Background: an optimization exercise with open tools, aiming at small area. Do not read the settings as production practice.
The RTL was checked by simulation tests, not by an equivalence proof against the original design.
No activity file was given, so power comes from the tool's default toggle rates.

==> flow/flow/run.sh <==
#!/bin/bash
set -euo pipefail
export BUFFER_PORTS_ARGS="-buffer_cell sky130_fd_sc_hd__buf_1"
export CTS_ARGS="-sink_clustering_enable -repair_clock_nets -dont_use_dummy_load"
bash standard.sh > flow_make.log 2>&1
==> flow/standard.sh <==
#!/bin/bash
# synth_recipe.tcl (not shown) runs the flow's synth.tcl, then flattens the netlist and writes it again
# the make line also repeats each setting of config.mk as NAME=value (left out here)
make -C /OpenROAD-flow-scripts/flow DESIGN_CONFIG=/design/flow/config.mk WORK_HOME=/design/flow/orfs CLKGATE_MAP_FILE= SYNTH_SCRIPT=/design/flow/synth_recipe.tcl "${@:-finish}"
==> flow/config.mk <==
export PLATFORM = sky130hd
export DESIGN_NAME = ev1527_decoder
export DESIGN_NICKNAME = ev1527_decoder
export VERILOG_FILES = /design/flow/design.v
export SDC_FILE = /design/flow/constraint.sdc
export NUM_CORES = 4
export LEC_CHECK = 0
export CAP_MARGIN = 20
export CORE_MARGIN = 2
export CORE_UTILIZATION = 40
export SLEW_MARGIN = 20
==> flow/constraint.sdc <==
create_clock -name core_clock -period 6.0 [get_ports {clk}]
set_input_delay 1.2000 -clock core_clock [delete_from_list [all_inputs] [get_ports {clk}]]
set_output_delay 1.2000 -clock core_clock [all_outputs]
set_load 0.01 [all_outputs]
==> flow/design.v <==
module ev1527_classifier (
    input  wire        preamble_found_i,
    input  wire [14:0] lo_i,
    input  wire [14:0] hi_i,
    output wire        valid_o,      
    output wire        bit_o,        
    output wire        preamble_o    
);
    function automatic le16(input [15:0] a, input [15:0] b);
        integer i;
        reg r;
        begin
            r = 1'b1;
            for (i = 0; i < 16; i = i + 1)
                r = (~a[i] & b[i]) | (~a[i] & r) | (b[i] & r);
            le16 = r;
        end
    endfunction
    function automatic [15:0] add16(input [15:0] a, input [15:0] b);
        integer i;
        reg c;
        begin
            c = 1'b0;
            for (i = 0; i < 16; i = i + 1) begin
                add16[i] = a[i] ^ b[i] ^ c;
                c = (a[i] & b[i]) | (a[i] & c) | (b[i] & c);
            end
        end
    endfunction
    wire [15:0] lo = {1'b0, lo_i};
    wire [15:0] hi = {1'b0, hi_i};
    wire lo_le_2hi = le16(lo, {hi_i, 1'b0});
    assign valid_o = le16(16'd450, hi) && le16(hi, 16'd8500) &&
                     le16(16'd1350, lo) && le16(lo, 16'd25500);
    assign bit_o   = lo_le_2hi;
    wire [15:0] hi_x125 = add16({2'b00, hi_i[13:0]}, {4'b0000, hi_i[13:2]});
    assign preamble_o = le16(16'd9600, hi) && le16(hi, 16'd16000) &&
                        le16(hi_x125, lo) && lo_le_2hi;
endmodule
module ev1527_decoder (
    input  wire        clk,
    input  wire        rst,         
    input  wire        line_i,      
    input  wire        tick_i,      
    input  wire        rearm_i,     
    input  wire        disable_i,   
    input  wire        clrdet_i,    
    output wire [19:0] address_o,
    output wire [3:0]  key_o,
    output wire        detected_o,
    output wire        enabled_o
);
    reg        line_q;
    reg        enabled;
    reg        exp_fall;
    reg [14:0] count;
    reg [14:0] hi;
    reg        preamble_found;
    reg [4:0]  bit_index;
    reg [22:0] acc;
    reg [19:0] address;
    reg [3:0]  key;
    reg        detected;
    wire edge_hit = exp_fall ? (~line_i & line_q) : (line_i & ~line_q);
    wire notify   = enabled & edge_hit & ~rearm_i & ~disable_i;
    wire n_fall   = notify & exp_fall;     
    wire n_rise   = notify & ~exp_fall;    
    wire [14:0] step = {10'd0, ~preamble_found & exp_fall, 1'b0,
                        ~preamble_found & exp_fall,
                        preamble_found & ~exp_fall,
                        preamble_found | ~exp_fall};
    reg  [14:0] count_sum;
    reg         count_cout;
    integer i;
    always @(*) begin
        count_cout = 1'b0;
        for (i = 0; i < 15; i = i + 1) begin
            count_sum[i] = count[i] ^ step[i] ^ count_cout;
            count_cout   = (count[i] & step[i]) | (count[i] & count_cout) |
                           (step[i] & count_cout);
        end
    end
    wire valid, bit_value, is_preamble;
    ev1527_classifier u_classifier (
        .preamble_found_i(preamble_found),
        .lo_i      (count),
        .hi_i      (hi),
        .valid_o   (valid),
        .bit_o     (bit_value),
        .preamble_o(is_preamble)
    );
    wire take_bit = n_rise & preamble_found & valid;
    wire last_bit = (bit_index == 5'd23);
    wire complete = take_bit & last_bit;
    always @(posedge clk) begin
        line_q <= line_i;
        if (notify)
            count <= 15'd0;
        else if (enabled && tick_i && !count_cout)
            count <= count_sum;
        if (n_fall)
            hi[13:0] <= count[13:0];
        if (n_fall)
            hi[14] <= count[14];
        else if (notify || rearm_i)
            hi[14] <= 1'b1;
        if (rearm_i)
            exp_fall <= 1'b0;
        else if (notify)
            exp_fall <= ~exp_fall & (~preamble_found | valid);
        if (rearm_i)
            preamble_found <= 1'b0;
        else if (n_rise)
            preamble_found <= preamble_found ? valid : is_preamble;
        if (!preamble_found)
            bit_index <= 5'd0;
        else if (take_bit)
            bit_index <= bit_index + 5'd1;
        if (take_bit)
            acc <= {acc[21:0], bit_value};
        if (complete) begin
            address <= acc[22:3];
            key     <= {acc[2:0], bit_value};
        end
        if (rst)
            enabled <= 1'b0;
        else if (disable_i)
            enabled <= 1'b0;
        else if (rearm_i)
            enabled <= 1'b1;
        else if (complete)
            enabled <= 1'b0;
        if (rst)
            detected <= 1'b0;
        else if (complete)
            detected <= 1'b1;
        else if (clrdet_i)
            detected <= 1'b0;
    end
    assign address_o  = address;
    assign key_o      = key;
    assign detected_o = detected;
    assign enabled_o  = enabled;
endmodule
==> results.sh, run 1 <==
export IMPL_synthTopCellsByArea="edfxtp_1 (47%), dfxtp_1 (13%), fa_1 (7.1%)"
export IMPL_io_pins=33
export IMPL_status="complete, no violations"
export IMPL_p_leak_nw=1.506
export IMPL_crit_path_start_kind="flop"
export IMPL_path_max_fanout=2
export IMPL_multi_input_area_mm2=0.001560
export IMPL_clock_path_buffers=2
export IMPL_share_comb_of_total_power_pct=4.1
export IMPL_met1_length_mm=3.619
export IMPL_dieHeight_um=103.6
export IMPL_fin_setup_tns_ns=0
export IMPL_hpwl_mm=5.430
export IMPL_synth_cells=322
export IMPL_drt_pass1_iter_count=4
export IMPL_ys_seq_area_share_pct=59.48
export IMPL_final_util_pct=46.60
export IMPL_r2r_start="hi[2]"
export IMPL_cp_common_cell="fa_2"
export IMPL_initial_core_util_pct=41.01
export IMPL_cts_tree="built"
export IMPL_drive_gt1_share_pct=10.00
export IMPL_final_common_cell="edfxtp_1"
export IMPL_wl_met2_mm=3.323
export IMPL_ant_nets=0
export IMPL_grt_pass1_vias=2559
export IMPL_seq_power_share_pct=65.5
export IMPL_cp_cell_sequence="ha_1 -> inv_1 -> fa_1 -> fa_1 -> fa_2 -> fa_2 -> fa_2 -> fa_2 -> fa_2 -> fa_2 -> fa_2 -> fa_2 -> fa_1 -> inv_1 -> ha_1 -> ha_1 -> nand2b_1 -> nand3_1 -> a21boi_0 -> nor4_1 -> a32o_1"
export IMPL_synth_warning_count=2
export IMPL_critical_path_slowest_cell="fa_1"
export IMPL_ys_async_sr_fraction_pct=0
export IMPL_crit_arrival_ns=6.08
export IMPL_power_density_mw_per_mm2=227.7
export IMPL_die_area_mm2=0.01074
export IMPL_grt_usage_pct=14.97
export IMPL_num_vias=2613
export IMPL_synth_edff_count=62
export IMPL_fin_skew_ns=0.03639
export IMPL_worst_slew_pin_slew_ns=0.7350
export IMPL_hold_class="reg -> reg"
export IMPL_cts_sinks=87
export IMPL_layout_common_cells="edfxtp_1 (62), nand2_1 (44), buf_1 (32)"
export IMPL_rows=36
export IMPL_intPower_uw=803.5
export IMPL_hold_violations=0
export IMPL_period_share_pct=96.46
export IMPL_cts_root_buf="clkbuf_8"
export IMPL_grt_antenna_before_repair=0
export IMPL_critical_path_class="reg -> reg"
export IMPL_clockPowerShare_pct=30.5
export IMPL_min_period_ns=5.788
export IMPL_p_sw_share_pct=21.80
export IMPL_p_switching_uw=224.0
export IMPL_fmax_ghz=0.1728
export IMPL_netlist_area_mm2=0.003971
export IMPL_dp_cells=493
export IMPL_fillCellCount=896
export IMPL_slew_viol_final=0
export IMPL_setup_worst_path_start="hi[2]"
export IMPL_core_area_mm2=0.009684
export IMPL_synth_cell_type_count=52
export IMPL_critPathMaxStageDelay_ns=0.40
export IMPL_top_layer="met4"
export IMPL_seq_area_mm2=0.002362
export IMPL_wl_met3_um=394
export IMPL_yosysTopAreaCellShare_pct=46.88
export IMPL_drc=0
export IMPL_clkTransAtPathRegs_ns=0.08
export IMPL_synth_flop_cell="edfxtp_1"
export IMPL_initialDrtViolationCount=191
export IMPL_relSlewSlack_pct=50.84
export IMPL_antenna_cells=0
export IMPL_final_cell_area_mm2=0.004513
export IMPL_synth_ff_latch_count=87
export IMPL_gp_congestion=0.8436
export IMPL_ir_drop_v=0.0001044
export IMPL_die_w_um=103.6
export IMPL_portBuffers=32
export IMPL_routedWlPerCell_um=14.78
export IMPL_cp_end_kind="flop"
export IMPL_synth_nets=359
export IMPL_cts_made_buffers=9
export IMPL_min_from="acc[22]"
export IMPL_viasPerCell=5.195
export IMPL_required_ns=6.29
export IMPL_setup_viol=0
export IMPL_placed_area_mm2=0.004338
export IMPL_htree_levels=3
export IMPL_yosysTopAreaCell="edfxtp_1"
export IMPL_syn_avg_cell_area_um2=12.33
export IMPL_grt_max_degree=24
export IMPL_overflow=0
export IMPL_max_cap_violations=0
export IMPL_syn2layout_area_growth_pct=13.64
export IMPL_fin_cells=503
export IMPL_grt_pass1_wl_mm=12.82
export IMPL_fin_nets=409
export IMPL_insertion_delay_ns=0.36
export IMPL_wl_mm=7.434
## metrics by stage
step	total power, mW	setup slack [ns]	hold slack, ns
global route	1.078	-0.009964	0.4410
global placement	0.7259	-0.05472	0.4081
finish	1.028	0.2123	0.4215
detailed placement	0.7283	-0.2410	0.4065
floorplan	0.7105	0.08071	0.4003
CTS	1.041	0.0002962	0.4233
## synthesized netlist by cell type, drive strengths merged (6+ instances only)
cell,number
a21oi,26
dfxtp,25
edfxtp,62
fa,14
ha,16
inv,22
nand2,44
nand3,7
nor2,15
nor3,6
o21ai,12
o22ai,8
## state kept, by name, summed over array words and instances (netlist names)
| name | flops |
|---|---|
| acc | 23 |
| address | 20 |
| bit_index | 5 |
| count | 15 |
| detected | 1 |
| enabled | 1 |
| exp_fall | 1 |
| hi | 15 |
| key | 4 |
| line_q | 1 |
| preamble_found | 1 |
## worst paths after layout
check / slack (ns) / cells after the start / to
worst min register to register: 0.42 / 0 / address[19]
worst max-delay path: 0.21 / 21 / preamble_found
worst max register to register: 0.21 / 21 / preamble_found
worst min-delay path: 0.42 / 0 / address[19]
## kinds of logic after synthesis
| kind of cell | Yosys count | share of synthesized area (%) |
|---|---|---|
| adders and majority gates | 31 | 12.35 |
| muxes | 1 | 0.2521 |
| and+or+nand+nor | 97 | 12.07 |
| DFF | 87 | 59.48 |
| buffers and inverters | 27 | 2.552 |
| AOI/OAI and AO/OA | 78 | 13.08 |
| xor gates and xnor gates | 1 | 0.2206 |
## routing by layer
metal	track usage (%)	vias to the layer above
met5	0	-
met4	4.151	0
met3	4.972	10
met2	22.00	72
met1	21.32	1246
li1	-	1285
## cell type report
type                       count  share of cell area (%)
tap                          133                   3.687
sequential                    87                   52.34
multi-input combinational    208                   34.57
clock buffer                   9                   2.745
timing repair buffer          44                   4.824
inverter                      22                   1.830
## repair_timing
action,in CTS,in global routing
endpoints found under the setup margin,1,1
buffers inserted,1,0
resized for setup,6,6
hold buffers,0,0
hold endpoints to repair,0,0
pin swaps,1,0
## critical path, delay by kind of cell, from the launching register on
family | cells | cell delay [ns]
AND/OR/NAND/NOR | 3 | 0.56
flip-flops | 1 | 0.35
buffers and inverters | 2 | 0.10
adder cells (fa/ha/maj) | 14 | 4.43
AO/OA/AOI/OAI | 2 | 0.30
## power groups by stage
stage,sequential (mW),clock [mW],combinational (mW)
2_1_floorplan,0.679,0,0.0317
3_3_place_gp,0.685,0,0.0407
3_5_place_dp,0.687,0,0.0417
4_1_cts,0.673,0.326,0.0420
5_1_grt,0.676,0.353,0.0492
6_report,0.673,0.313,0.0418
==> run 2: changes to the inputs <==
--- a/flow/config.mk
+++ b/flow/config.mk
@@ -8,4 +8,5 @@
 export CAP_MARGIN = 20
 export CORE_MARGIN = 2
 export CORE_UTILIZATION = 40
+export GPL_TIMING_DRIVEN = 0
 export SLEW_MARGIN = 20
==> run 2 against run 1 <==
Compared with the run above:
- still clean
- clock skew shrank 0.0044 ns
- synthesized cell count is the same
- synthesized area is the same
- first-iteration DRC count shrank 18%
- hold slack gained 0.0032 ns
- flip-flop and latch count is the same
- critical endpoint unchanged
- critical path type unchanged
- non-clock buffer count shrank 2
==> results.sh, run 2 <==
export IMPL_status="complete, no violations"
export IMPL_clkTransAtPathRegs_ns=0.08
export IMPL_rows=36
export IMPL_slew_viol_final=0
export IMPL_cp_cell_sequence="ha_1 -> inv_1 -> fa_2 -> fa_2 -> fa_2 -> fa_2 -> fa_2 -> fa_2 -> fa_2 -> fa_2 -> fa_2 -> fa_2 -> fa_1 -> inv_1 -> ha_1 -> ha_1 -> nand2b_1 -> nand2_1 -> a2111oi_4 -> o21ai_1 -> a32o_1"
export IMPL_ir_drop_v=0.0001031
export IMPL_insertion_delay_ns=0.36
export IMPL_gp_congestion=0.8988
export IMPL_clockPowerShare_pct=30.2
export IMPL_syn2layout_area_growth_pct=12.95
export IMPL_core_area_mm2=0.009684
export IMPL_r2r_end="preamble_found"
export IMPL_final_common_cell="edfxtp_1"
export IMPL_htree_levels=3
export IMPL_grt_pass1_wl_mm=12.67
export IMPL_synth_nets=359
export IMPL_drc=0
export IMPL_hold_class="reg -> reg"
export IMPL_largest_register_ffs=23
export IMPL_layout_common_cells="edfxtp_1 (62), nand2_1 (44), buf_1 (32)"
export IMPL_r2r_start="hi[2]"
export IMPL_biggestRegsByFlops="acc: 23 flops, address: 20 flops"
export IMPL_syn_avg_cell_area_um2=12.33
export IMPL_crit_path_start_kind="flop"
export IMPL_worst_r2r_setup_slack_ns=0.29
export IMPL_antenna_cells=0
export IMPL_fin_nets=407
export IMPL_grt_antenna_before_repair=0
export IMPL_critical_path_class="reg -> reg"
export IMPL_synth_cell_type_count=52
export IMPL_grt_max_degree=19
export IMPL_synth_most_common_cell="edfxtp_1"
export IMPL_fmax_ghz=0.1752
export IMPL_cts_hold_fix_buffers=0
export IMPL_period_share_pct=95.11
export IMPL_yosysTopAreaCell="edfxtp_1"
export IMPL_rsz0062_at_grt="no"
export IMPL_hpwl_mm=5.384
export IMPL_r2r_worst_path_cells=21
export IMPL_crit_arrival_ns=5.94
export IMPL_wl_mm=7.641
export IMPL_p_sw_share_pct=21.61
export IMPL_hold_end="address[19]"
export IMPL_synth_cells=322
export IMPL_overflow=0
export IMPL_netlist_area_mm2=0.003971
export IMPL_synth_ff_latch_count=87
export IMPL_hold_violations=0
export IMPL_synth_flop_cell="edfxtp_1"
export IMPL_ant_nets=0
export IMPL_grt_pass1_vias=2570
export IMPL_io_pins=33
export IMPL_top_register="acc"
export IMPL_cts_sinks=87
export IMPL_num_vias=2626
export IMPL_cp_end_kind="flop"
export IMPL_fillCellCount=891
export IMPL_share_comb_of_total_power_pct=4.1
export IMPL_setup_viol=0
export IMPL_cts_root_buf="clkbuf_8"
export IMPL_drive_gt1_share_pct=8.967
export IMPL_synthTopCellsByArea="edfxtp_1 (47%), dfxtp_1 (13%), fa_1 (7.1%)"
export IMPL_critPathMaxStageDelay_ns=0.37
export IMPL_die_w_um=103.6
export IMPL_die_area_mm2=0.01074
export IMPL_critical_path_slowest_cell="edfxtp_1"
export IMPL_routedWlPerCell_um=15.25
export IMPL_crit_buf_inv=2
export IMPL_dp_worst_setup_slack_ns=-0.4993
export IMPL_grt_usage_pct=15.14
export IMPL_cts_made_buffers=9
export IMPL_synth_warning_count=2
export IMPL_p_leak_nw=1.477
export IMPL_path_max_fanout=2
export IMPL_max_cap_violations=0
export IMPL_hold_ws_ns=0.4247
export IMPL_power_density_mw_per_mm2=228.4
export IMPL_p_switching_uw=221.4
export IMPL_drt_pass1_iter_count=5
export IMPL_cp_common_cell="fa_2"
export IMPL_required_ns=6.23
export IMPL_worstHoldPathCells=0
export IMPL_yosysTopAreaCellShare_pct=46.88
export IMPL_min_period_ns=5.707
export IMPL_portBuffers=32
export IMPL_ys_seq_area_share_pct=59.48
export IMPL_worst_path_stages=21
export IMPL_cts_tree="built"
export IMPL_final_setup_worst_slack_ns=0.2932
export IMPL_final_util_pct=46.32
export IMPL_fin_skew_ns=0.03194
export IMPL_dieHeight_um=103.6
export IMPL_clock_path_buffers=2
export IMPL_intPower_uw=803.2
export IMPL_ys_async_sr_fraction_pct=0
export IMPL_viasPerCell=5.242
export IMPL_setup_worst_path_start="hi[2]"
export IMPL_seq_power_share_pct=65.7
export IMPL_crit_family="adder cells"
export IMPL_synth_common_cells="edfxtp_1 (62), nand2_1 (44), a21oi_1 (25), dfxtp_1 (25), inv_1 (22)"
export IMPL_synth_edff_count=62
export IMPL_initialDrtViolationCount=157
export IMPL_initial_core_util_pct=41.01
export IMPL_relSlewSlack_pct=36.47
export IMPL_min_from="acc[22]"
export IMPL_worst_slew_pin_slew_ns=0.9519
[run 2: kinds of logic after synthesis]
logic type                 count (synthesis)  synth area share (%)
DFF                                       87                 59.48
muxes                                      1                0.2521
AOI/OAI and AO/OA                         78                 13.08
adders and majority gates                 31                 12.35
and+or+nand+nor                           97                 12.07
xor gates and xnor gates                   1                0.2206
buffers and inverters                     27                 2.552
[run 2: repair_timing]
item	CTS	global route
pin swaps	0	3
setup endpoints to repair	1	1
resized for setup	10	4
setup buffers	3	0
[run 2: area by class of cell]
cell class / count / area (um^2) / area share [%]
multi-input combinational: 208 / 1563 / 34.84
tap: 133 / 166.4 / 3.710
sequential: 87 / 2362 / 52.66
clock buffer: 9 / 123.9 / 2.762
timing repair buffer: 37 / 168.9 / 3.766
buffer: 5 / 18.77 / 0.4184
inverter: 22 / 82.58 / 1.841
[run 2: how the worst max path moves through the flow]
| stage | slack [ns] | end |
|---|---|---|
| final | 0.29 | preamble_found |
| after detailed placement | -0.50 | preamble_found |
| after CTS | 0.03 | preamble_found |
| after global routing | 0.007 | preamble_found |
| after floorplan | 0.08 | preamble_found |
| after global placement | -0.44 | preamble_found |
[run 2: metrics by stage]
stage	area (um^2)	cells	power, mW	setup TNS [ns]
after global routing	4486	501	1.072	0
final	4486	501	1.025	0
after detailed placement	4295	489	0.7289	-0.4993
after global placement	4258	487	0.7269	-0.4360
after floorplan	3971	322	0.7105	0
after CTS	4476	501	1.039	0
[run 2: layer usage]
metal / global-route usage, % / vias up / part of all wire [%]
li1: - / 1281 / -
met1: 20.06 / 1261 / 46
met2: 23.98 / 71 / 47
met3: 4.091 / 13 / 5.7
met4: 5.598 / 0 / 1.8
met5: 0 / - / 0
[run 2: power by group through the flow]
| stage | registers (mW) | clock network [mW] | logic, mW |
|---|---|---|---|
| 4_1_cts | 0.673 | 0.324 | 0.0423 |
| 5_1_grt | 0.676 | 0.345 | 0.0503 |
| 3_5_place_dp | 0.687 | 0 | 0.0415 |
| 6_report | 0.673 | 0.310 | 0.0420 |
| 2_1_floorplan | 0.679 | 0 | 0.0317 |
| 3_3_place_gp | 0.687 | 0 | 0.0396 |
==> run 3: changes to the inputs <==
==> flow/flow/run.sh (replaced) <==
#!/bin/bash
set -euo pipefail
export BUFFER_PORTS_ARGS="-buffer_cell sky130_fd_sc_hd__buf_1"
export CTS_ARGS="-sink_clustering_enable -repair_clock_nets -dont_use_dummy_load -buf_list sky130_fd_sc_hd__clkbuf_16 -sink_clustering_size 100 -sink_clustering_max_diameter 500"
bash standard.sh > flow_make.log 2>&1
==> run 3 against run 2 <==
Compared with the run above:
- fmax is 0.47% lower
- combinational power hardly changed
- clock skew is 0.010 ns lower
- critical path depth is 3 lower
- highest routed layer unchanged
- largest power group unchanged
- first-iteration DRC count is 5.1% lower
- worst setup slack worse by 0.027 ns
- still clean
- sequential power hardly changed
- clock power is 47% higher
- sequential share of layout area is 1.1 points lower
==> results.sh, run 3 <==
export IMPL_dp_worst_setup_slack_ns=-0.4993
export IMPL_routedWlPerCell_um=15.10
export IMPL_synth_nets=359
export IMPL_status="complete, no violations"
export IMPL_syn_avg_cell_area_um2=12.33
export IMPL_initial_core_util_pct=41.01
export IMPL_cts_tree="built"
export IMPL_viasPerCell=5.290
export IMPL_netlist_area_mm2=0.003971
export IMPL_ant_nets=0
export IMPL_cts_root_buf="clkbuf_16"
export IMPL_required_ns=6.27
export IMPL_cts_sinks=87
export IMPL_p_leak_nw=1.518
export IMPL_synth_cells=322
export IMPL_synth_warning_count=2
export IMPL_hold_violations=0
export IMPL_antenna_cells=0
export IMPL_top_register="acc"
export IMPL_clock_path_buffers=2
export IMPL_relSlewSlack_pct=38.56
export IMPL_drt_pass1_iter_count=6
export IMPL_insertion_delay_ns=0.34
export IMPL_cts_made_buffers=9
export IMPL_final_setup_worst_slack_ns=0.2663
export IMPL_drc=0
export IMPL_dp_cells=489
export IMPL_gp_congestion=0.8988
export IMPL_portBuffers=32
export IMPL_crit_path_start_kind="flop"
export IMPL_num_vias=2645
export IMPL_min_period_ns=5.734
export IMPL_clkTransAtPathRegs_ns=0.06
export IMPL_fin_cells=500
export IMPL_critical_path_class="reg -> reg"
export IMPL_biggestRegsByFlops="acc: 23 flops, address: 20 flops"
export IMPL_largest_register_ffs=23
export IMPL_power_density_mw_per_mm2=255.8
export IMPL_synth_most_common_cell="edfxtp_1"
export IMPL_syn2layout_area_growth_pct=15.31
export IMPL_setup_viol=0
export IMPL_slew_viol_final=0
export IMPL_final_common_cell="edfxtp_1"
export IMPL_layout_common_cells="edfxtp_1 (62), nand2_1 (44), buf_1 (32)"
export IMPL_ys_seq_area_share_pct=59.48
export IMPL_period_share_pct=95.56
export IMPL_io_pins=33
export IMPL_fmax_ghz=0.1744
export IMPL_ir_drop_v=0.0001208
export IMPL_grt_usage_pct=15.13
export IMPL_synth_common_cells="edfxtp_1 (62), nand2_1 (44), a21oi_1 (25), dfxtp_1 (25), inv_1 (22)"
export IMPL_rsz0062_at_grt="no"
export IMPL_wl_mm=7.549
export IMPL_hold_class="reg -> reg"
export IMPL_grt_pass1_wl_mm=12.65
export IMPL_max_cap_violations=0
export IMPL_synthTopCellsByArea="edfxtp_1 (47%), dfxtp_1 (13%), fa_1 (7.1%)"
export IMPL_synth_edff_count=62
export IMPL_initialDrtViolationCount=149
export IMPL_grt_max_degree=19
export IMPL_final_cell_area_mm2=0.004579
export IMPL_rows=36
export IMPL_grt_pass1_vias=2550
export IMPL_die_area_mm2=0.01074
export IMPL_grt_antenna_before_repair=0
export IMPL_crit_arrival_ns=6.01
export IMPL_path_max_fanout=2
export IMPL_yosysTopAreaCellShare_pct=46.88
export IMPL_hpwl_mm=5.384
export IMPL_synth_flop_cell="edfxtp_1"
export IMPL_placed_area_mm2=0.004295
export IMPL_drive_gt1_share_pct=8.992
export IMPL_dieHeight_um=103.6
export IMPL_synth_ff_latch_count=87
export IMPL_core_area_mm2=0.009684
export IMPL_synth_cell_type_count=52
export IMPL_cp_end_kind="flop"
export IMPL_final_util_pct=47.29
export IMPL_die_w_um=103.6
export IMPL_fin_setup_tns_ns=0
export IMPL_ys_async_sr_fraction_pct=0
export IMPL_yosysTopAreaCell="edfxtp_1"
export IMPL_htree_levels=3
export IMPL_worst_slew_pin_slew_ns=0.9206
export IMPL_fin_skew_ns=0.02157
export IMPL_overflow=0
export IMPL_worst_r2r_setup_slack_ns=0.27
export IMPL_fin_nets=406
## run 3: cell counts after synthesis
Identical to the previous run, type by type.
## run 3: routing by layer
layer | global-route usage (%) | vias up | share of wire (%)
li1 | - | 1282 | -
met1 | 20.14 | 1275 | 46
met2 | 23.70 | 76 | 46
met3 | 3.902 | 12 | 5.7
met4 | 6.178 | 0 | 1.9
met5 | 0 | - | 0
## run 3: cells by family (layout without fill, tap and decap cells)
| logic type | Yosys count | in the layout | share of synthesized area (%) |
|---|---|---|---|
| compound gates | 78 | 78 | 13.08 |
| xor+xnor | 1 | 1 | 0.2206 |
| fa+ha+maj | 31 | 31 | 12.35 |
| buf+inv | 27 | 72 | 2.552 |
| flops | 87 | 87 | 59.48 |
| mux | 1 | 1 | 0.2521 |
| simple gates | 97 | 97 | 12.07 |
## run 3: path summary, 6_finish.rpt
check	from	endpoint	cells after the start
setup / recovery	hi[2]	preamble_found	18
hold / removal	acc[22]	address[19]	0
setup reg to reg	hi[2]	preamble_found	18
hold reg to reg	acc[22]	address[19]	0
## run 3: through the flow
stage / power [mW] / hold WS [ns]
floorplan: 0.7105 / 0.4003
global placement: 0.7269 / 0.4072
detailed placement: 0.7289 / 0.4101
CTS: 1.187 / 0.4245
global route: 1.219 / 0.4260
finish: 1.171 / 0.4206
## run 3: repair_timing
item / 4_1_cts / 5_1_grt
endpoints found under the setup margin: 1 / 1
pin swaps: 0 / 3
resized for setup: 11 / 4
hold buffers: 0 / 0
setup buffers: 2 / 0
## run 3: where the power goes
part / switching (mW) / internal [mW] / leakage [nW] / total [mW]
Clock: 0.192 / 0.263 / 0.111 / 0.456
Sequential: 0.0247 / 0.649 / 0.666 / 0.674
Combinational: 0.0210 / 0.0208 / 0.741 / 0.0418
Total: 0.238 / 0.933 / 1.52 / 1.17
## run 3: worst max-delay path, cell delays in order (launching register included)
cell and delay [ns]:
edfxtp_1 0.36, ha_1 0.15, inv_1 0.05, fa_2 0.33, fa_2 0.34, fa_2 0.34, fa_2 0.34, fa_2 0.34
fa_2 0.34, fa_2 0.34, fa_2 0.34, fa_2 0.35, fa_2 0.35, fa_1 0.51, o22ai_1 0.10, nor3_1 0.45
o221ai_1 0.21, o21ai_1 0.23, a32o_1 0.19
## run 3: cell type report
type,instances,area (um^2)
Buffer,5,18.77
Clock buffer,9,225.2
Fill cell,874,5105
Inverter,22,82.58
Multi-Input combinational cell,208,1563
Sequential cell,87,2362
Tap cell,133,166.4
Timing Repair Buffer,36,161.4
==> run 4: changes to the inputs <==
==> flow/flow/run.sh (replaced) <==
#!/bin/bash
set -euo pipefail
export BUFFER_PORTS_ARGS="-buffer_cell sky130_fd_sc_hd__buf_1"
export CTS_ARGS="-sink_clustering_enable -repair_clock_nets -dont_use_dummy_load -buf_list sky130_fd_sc_hd__clkbuf_8 -sink_clustering_size 50 -sink_clustering_max_diameter 200"
bash standard.sh > flow_make.log 2>&1
==> run 4 against run 3 <==
Compared with the run above:
- still clean on timing, DRC and antenna
- sequential share of layout area rose by 1.1 points
- worst setup slack improved by 0.027 ns
- synthesized area did not move
- clock power fell by 32%
- via count fell by 0.72%
- global-route usage barely moved
- total power fell by 13%
- flip-flop and latch count did not move
- critical path depth rose by 3
- largest power group unchanged
- highest routed layer unchanged
==> results.sh, run 4 <==
export IMPL_dieHeight_um=103.6
export IMPL_yosysTopAreaCellShare_pct=46.88
export IMPL_core_area_mm2=0.009684
export IMPL_hold_class="reg -> reg"
export IMPL_htree_levels=3
export IMPL_share_comb_of_total_power_pct=4.1
export IMPL_rows=36
export IMPL_routedWlPerCell_um=15.25
export IMPL_cts_made_buffers=9
export IMPL_cts_hold_fix_buffers=0
export IMPL_fillCellCount=891
export IMPL_fin_nets=407
export IMPL_layout_common_cells="edfxtp_1 (62), nand2_1 (44), buf_1 (32)"
export IMPL_largest_register_ffs=23
export IMPL_viasPerCell=5.242
export IMPL_netlist_area_mm2=0.003971
export IMPL_p_total_mw=1.025
export IMPL_ir_drop_v=0.0001031
export IMPL_crit_arrival_ns=5.94
export IMPL_rsz0062_at_grt="no"
export IMPL_ys_seq_area_share_pct=59.48
export IMPL_hpwl_mm=5.384
export IMPL_wl_mm=7.641
export IMPL_drt_pass1_iter_count=5
export IMPL_yosysTopAreaCell="edfxtp_1"
export IMPL_overflow=0
export IMPL_critical_path_class="reg -> reg"
export IMPL_synth_common_cells="edfxtp_1 (62), nand2_1 (44), a21oi_1 (25), dfxtp_1 (25), inv_1 (22)"
export IMPL_cp_end_kind="flop"
export IMPL_hold_violations=0
export IMPL_grt_max_degree=19
export IMPL_insertion_delay_ns=0.36
export IMPL_final_common_cell="edfxtp_1"
export IMPL_top_register="acc"
export IMPL_synth_warning_count=2
export IMPL_fin_skew_ns=0.03194
export IMPL_critical_path_slowest_cell="edfxtp_1"
export IMPL_multi_input_area_mm2=0.001563
export IMPL_grt_antenna_before_repair=0
export IMPL_grt_busiest_layer="met2"
export IMPL_intPower_uw=803.2
export IMPL_synth_most_common_cell="edfxtp_1"
export IMPL_synth_nets=359
export IMPL_seq_power_share_pct=65.7
export IMPL_max_cap_violations=0
export IMPL_drive_gt1_share_pct=8.967
export IMPL_setup_viol=0
export IMPL_critPathMaxStageDelay_ns=0.37
export IMPL_die_w_um=103.6
export IMPL_initial_core_util_pct=41.01
export IMPL_worst_r2r_setup_slack_ns=0.29
export IMPL_grt_pass1_vias=2570
export IMPL_required_ns=6.23
export IMPL_slew_viol_final=0
export IMPL_io_pins=33
export IMPL_portBuffers=32
export IMPL_grt_util_met3_pct=4.091
export IMPL_period_share_pct=95.11
export IMPL_path_max_fanout=2
export IMPL_ys_async_sr_fraction_pct=0
export IMPL_grtUsageMet1_pct=20.06
export IMPL_p_switching_uw=221.4
export IMPL_status="complete, no violations"
export IMPL_grt_usage_pct=15.14
export IMPL_clock_path_buffers=2
export IMPL_clockPowerShare_pct=30.2
export IMPL_syn_avg_cell_area_um2=12.33
export IMPL_initialDrtViolationCount=157
export IMPL_fin_setup_tns_ns=0
export IMPL_clkTransAtPathRegs_ns=0.08
export IMPL_antenna_cells=0
export IMPL_p_sw_share_pct=21.61
export IMPL_synth_flop_cell="edfxtp_1"
export IMPL_cts_sinks=87
export IMPL_cp_cell_sequence="ha_1 -> inv_1 -> fa_2 -> fa_2 -> fa_2 -> fa_2 -> fa_2 -> fa_2 -> fa_2 -> fa_2 -> fa_2 -> fa_2 -> fa_1 -> inv_1 -> ha_1 -> ha_1 -> nand2b_1 -> nand2_1 -> a2111oi_4 -> o21ai_1 -> a32o_1"
export IMPL_ant_nets=0
export IMPL_cp_common_cell="fa_2"
export IMPL_gp_congestion=0.8988
export IMPL_synth_edff_count=62
export IMPL_synth_cell_type_count=52
export IMPL_min_period_ns=5.707
export IMPL_relSlewSlack_pct=36.47
export IMPL_die_area_mm2=0.01074
export IMPL_use_met2_pct=23.98
export IMPL_num_vias=2626
export IMPL_biggestRegsByFlops="acc: 23 flops, address: 20 flops"
export IMPL_worst_slew_pin_slew_ns=0.9519
export IMPL_drc=0
export IMPL_cts_tree="built"
export IMPL_fmax_ghz=0.1752
export IMPL_synthTopCellsByArea="edfxtp_1 (47%), dfxtp_1 (13%), fa_1 (7.1%)"
export IMPL_seq_area_mm2=0.002362
export IMPL_power_density_mw_per_mm2=228.4
export IMPL_p_leak_nw=1.477
export IMPL_synth_cells=322
export IMPL_grt_pass1_wl_mm=12.67
export IMPL_crit_path_start_kind="flop"
export IMPL_synth_ff_latch_count=87
export IMPL_cts_root_buf="clkbuf_8"
export IMPL_syn2layout_area_growth_pct=12.95
-- run 4: cell counts after synthesis --
Identical to the previous run, type by type.
-- run 4: logic make-up (layout without fill, tap and decap cells) --
kind of cell	count (synthesis)	count (layout)	share of synthesized area, %
multiplexers	1	1	0.2521
XOR/XNOR	1	1	0.2206
flip-flops	87	87	59.48
AND/OR/NAND/NOR	97	97	12.07
AO/OA/AOI/OAI	78	78	13.08
buffers and inverters	27	73	2.552
adder cells (fa/ha/maj)	31	31	12.35
-- run 4: worst paths after layout --
check / from / endpoint / cells after the start
setup / recovery: hi[2] / preamble_found / 21
setup reg to reg: hi[2] / preamble_found / 21
hold / removal: acc[22] / address[19] / 0
hold reg to reg: acc[22] / address[19] / 0
-- run 4: layer usage --
metal | vias up | routed length [um]
li1 | 1281 | -
met4 | 0 | 136
met1 | 1261 | 3511
met5 | - | 0
met2 | 71 | 3556
met3 | 13 | 437
-- run 4: area by class of cell --
cell class | instances | share of cell area, %
sequential | 87 | 52.66
multi-input combinational | 208 | 34.84
timing repair buffer | 37 | 3.766
tap | 133 | 3.710
clock buffer | 9 | 2.762
inverter | 22 | 1.841
buffer | 5 | 0.4184
-- run 4: critical path: cells and delay by family, from the launching register on --
family          cells  cell delay, ns
flops               1            0.37
compound gates      3            0.64
fa+ha+maj          14            4.22
buf+inv             2            0.11
simple gates        2            0.22
-- run 4: what timing repair did --
action,CTS,global route
pin swaps,0,3
setup endpoints to repair,1,1
resized for setup,10,4
buffers inserted,3,0
-- run 4: through the flow --
step                util (%)  setup WS [ns]  hold slack [ns]  std cells  area, um^2
CTS                    46.21        0.03257           0.4298        501        4476
global route           46.32       0.006624           0.4320        501        4486
global placement       43.97        -0.4360           0.4072        487        4258
detailed placement     44.35        -0.4993           0.4101        489        4295
floorplan                  -        0.08071           0.4003        322        3971
finish                 46.32         0.2932           0.4247        501        4486
-- run 4: power by group through the flow --
stage | Clock, mW | Sequential [mW] | Combinational, mW
global placement | 0 | 0.687 | 0.0396
global route | 0.345 | 0.676 | 0.0503
CTS | 0.324 | 0.673 | 0.0423
floorplan | 0 | 0.679 | 0.0317
detailed placement | 0 | 0.687 | 0.0415
finish | 0.310 | 0.673 | 0.0420
==> run 5: changes to the inputs <==
==> flow/run.sh (new file) <==
#!/bin/bash
# synth_recipe.tcl (not shown) runs the flow's synth.tcl, then flattens the netlist and writes it again
# the make line also repeats each setting of config.mk as NAME=value (left out here)
make -C /OpenROAD-flow-scripts/flow DESIGN_CONFIG=/design/flow/config.mk WORK_HOME=/design/flow/orfs CLKGATE_MAP_FILE= SYNTH_SCRIPT=/design/flow/synth_recipe.tcl finish
--- a/flow/config.mk
+++ b/flow/config.mk
@@ -8,5 +8,4 @@
 export CAP_MARGIN = 20
 export CORE_MARGIN = 2
 export CORE_UTILIZATION = 40
-export GPL_TIMING_DRIVEN = 0
 export SLEW_MARGIN = 20
removed: flow/flow/run.sh
removed: flow/standard.sh
==> run 5 against run 4 <==
Compared with the run above:
- count of clock-buffer cells in the layout stayed put
- total power up 8.8%
- synthesized cell count is the same
- critical path depth did not move
- design area is 6.6% higher
- via count shrank 0.69%
- fmax is 0.34% higher
- utilization is 3.1 points higher
- routed wire length fell by 1.5%
- critical endpoint unchanged
- largest power group unchanged
==> results.sh, run 5 <==
export IMPL_hpwl_mm=5.554
export IMPL_synth_cell_type_count=52
export IMPL_final_setup_worst_slack_ns=0.3126
export IMPL_p_leak_nw=1.632
export IMPL_fin_cells=511
export IMPL_synth_common_cells="edfxtp_1 (62), nand2_1 (44), a21oi_1 (25), dfxtp_1 (25), inv_1 (22)"
export IMPL_dieHeight_um=103.6
export IMPL_fin_skew_ns=0.01561
export IMPL_syn2layout_area_growth_pct=20.45
export IMPL_grt_usage_pct=15.34
export IMPL_top_register="acc"
export IMPL_setup_viol=0
export IMPL_r2r_worst_path_cells=21
export IMPL_clkTransAtPathRegs_ns=0.10
export IMPL_hold_class="reg -> reg"
export IMPL_die_area_mm2=0.01074
export IMPL_min_period_ns=5.687
export IMPL_synth_nets=359
export IMPL_slew_viol_final=0
export IMPL_min_from="acc[22]"
export IMPL_io_pins=33
export IMPL_synthTopCellsByArea="edfxtp_1 (47%), dfxtp_1 (13%), fa_1 (7.1%)"
export IMPL_gp_congestion=0.9253
export IMPL_r2r_start="hi[0]"
export IMPL_relSlewSlack_pct=53.16
export IMPL_required_ns=6.31
export IMPL_ant_nets=0
export IMPL_core_area_mm2=0.009684
export IMPL_rows=36
export IMPL_antenna_cells=0
export IMPL_synth_ff_latch_count=87
export IMPL_hold_end="address[19]"
export IMPL_p_total_mw=1.115
export IMPL_fin_nets=410
export IMPL_rsz0062_at_grt="no"
export IMPL_cts_made_buffers=9
export IMPL_biggestRegsByFlops="acc: 23 flops, address: 20 flops"
export IMPL_routedWlPerCell_um=14.72
export IMPL_yosysTopAreaCellShare_pct=46.88
export IMPL_cp_end_kind="flop"
export IMPL_period_share_pct=94.79
export IMPL_cts_sinks=87
export IMPL_layout_common_cells="edfxtp_1 (62), nand2_1 (44), clkdlybuf4s50_1 (32)"
export IMPL_insertion_delay_ns=0.37
export IMPL_drt_pass1_iter_count=4
export IMPL_syn_avg_cell_area_um2=12.33
export IMPL_grt_pass1_vias=2658
export IMPL_critical_path_class="reg -> reg"
export IMPL_grt_antenna_before_repair=0
export IMPL_yosysTopAreaCell="edfxtp_1"
export IMPL_cts_root_buf="clkbuf_8"
export IMPL_crit_path_start_kind="flop"
export IMPL_viasPerCell=5.104
export IMPL_overflow=0
export IMPL_synth_most_common_cell="edfxtp_1"
export IMPL_grt_max_degree=24
export IMPL_wl_mm=7.524
export IMPL_final_common_cell="edfxtp_1"
export IMPL_dp_worst_setup_slack_ns=-0.1608
export IMPL_clock_path_buffers=2
export IMPL_ys_seq_area_share_pct=59.48
export IMPL_portBuffers=32
export IMPL_drc=0
export IMPL_synth_warning_count=2
export IMPL_synth_edff_count=62
export IMPL_hold_violations=0
export IMPL_cts_tree="built"
export IMPL_status="complete, no violations"
export IMPL_die_w_um=103.6
export IMPL_synth_cells=322
export IMPL_largest_register_ffs=23
export IMPL_worst_slew_pin_slew_ns=0.6849
export IMPL_fmax_ghz=0.1758
export IMPL_grt_pass1_wl_mm=13.14
export IMPL_num_vias=2608
export IMPL_ir_drop_v=0.0001152
export IMPL_max_cap_violations=0
export IMPL_htree_levels=3
export IMPL_initialDrtViolationCount=121
export IMPL_power_density_mw_per_mm2=233.1
export IMPL_path_max_fanout=2
export IMPL_synth_flop_cell="edfxtp_1"
export IMPL_crit_arrival_ns=5.99
export IMPL_dp_cells=494
export IMPL_drive_gt1_share_pct=12.17
export IMPL_worst_r2r_setup_slack_ns=0.31
export IMPL_r2r_end="preamble_found"
export IMPL_ys_async_sr_fraction_pct=0
export IMPL_netlist_area_mm2=0.003971
export IMPL_worstHoldPathCells=0
export IMPL_initial_core_util_pct=41.01
## run 5: cells by family after synthesis
group	count (synthesis)	share of synthesized area, %
flip-flops	87	59.48
adder cells (fa/ha/maj)	31	12.35
buffers and inverters	27	2.552
XOR/XNOR	1	0.2206
multiplexers	1	0.2521
AND/OR/NAND/NOR	97	12.07
AO/OA/AOI/OAI	78	13.08
## run 5: critical path, stage by stage (launching register included)
cell	delay, ns
edfxtp_1	0.36
ha_1	0.14
inv_1	0.05
fa_2	0.34
fa_2	0.35
fa_2	0.35
fa_2	0.34
fa_1	0.38
fa_2	0.35
fa_2	0.34
fa_2	0.34
fa_2	0.34
fa_2	0.34
fa_1	0.36
inv_1	0.06
ha_1	0.14
ha_1	0.23
nand2b_1	0.16
nand3_1	0.09
a21boi_0	0.08
nor4_1	0.28
a32o_1	0.19
## run 5: timing repair
action / 4_1_cts / 5_1_grt
buffers inserted: 1 / 0
hold endpoints to repair: 0 / 0
setup endpoints to repair: 1 / 1
hold buffers: 0 / 0
pin swaps: 0 / 2
gates resized for setup: 5 / 7
## run 5: worst max path at each step
stage / from / end / slack (ns) / cells after the start
after floorplan: hi[0] / preamble_found / 0.08 / 21
after global placement: hi[0] / preamble_found / -0.04 / 21
after detailed placement: hi[2] / preamble_found / -0.16 / 21
after CTS: hi[0] / preamble_found / 0.0006 / 21
after global routing: hi[0] / preamble_found / 0.04 / 21
final: hi[0] / preamble_found / 0.31 / 21
## run 5: layout make-up
cell class              count  area, um^2
repair buffers             45       425.4
inverters                  22       82.58
flip-flops and latches     87        2362
well taps                 133       166.4
multi-input cells         208        1550
fillers                   862        4901
clock inverters             7       72.57
clock buffers               9       123.9
## run 5: power breakdown
part	internal [mW]	switching [mW]	leakage [nW]
Combinational	0.0239	0.0204	0.869
Sequential	0.648	0.0242	0.666
Clock	0.163	0.236	0.0970
Total	0.835	0.280	1.63
## run 5: stage by stage
stage                     hold slack (ns)  utilization, %   TNS, ns  area [um^2]
after floorplan                    0.4003               -         0         3971
after global placement             0.4071           46.78  -0.03554         4531
after detailed placement           0.4071           46.94   -0.1608         4546
after CTS                          0.4382           49.16         0         4761
after global routing               0.4635           49.39         0         4783
final                              0.4342           49.39         0         4783
## run 5: metal layers
layer	GRT usage [%]	wire (um)
met2	23.51	3398
met5	0	0
met1	21.65	3597
met3	2.769	348
met4	6.274	179

## port drivers added, routing unchanged
Ports are ideal in the flow. The routed layouts listed here were re-timed in OpenROAD.
Step 1: set_driving_cell puts a clkbuf_16 on clk and a buf_2 on each other input, an assumption about the parent block.
Step 2, shift: input delay + t, output delay - t, t = (earliest + latest rising clock arrival at the registers) / 2. This alone moves slack from input paths to output paths.
Slacks: ideal / step 1 / step 2; pairs: ideal / step 1.
run | shift t [ns] | setup slack, ns | worst hold slack (ns) | clock arrival spread, ns
run 1 | 0.375 | 0.212 / 0.212 / 0.212 | 0.422 / 0.422 / 0.422 | 0.037 / 0.036
run 2 | 0.377 | 0.293 / 0.293 / 0.293 | 0.425 / 0.425 / 0.425 | 0.032 / 0.032
run 3 | 0.365 | 0.266 / 0.266 / 0.266 | 0.421 / 0.421 / 0.421 | 0.022 / 0.022
run 4 | 0.377 | 0.293 / 0.293 / 0.293 | 0.425 / 0.425 / 0.425 | 0.032 / 0.032
run 5 | 0.390 | 0.313 / 0.313 / 0.313 | 0.434 / 0.434 / 0.434 | 0.017 / 0.016
After both steps every run listed still meets setup and hold.
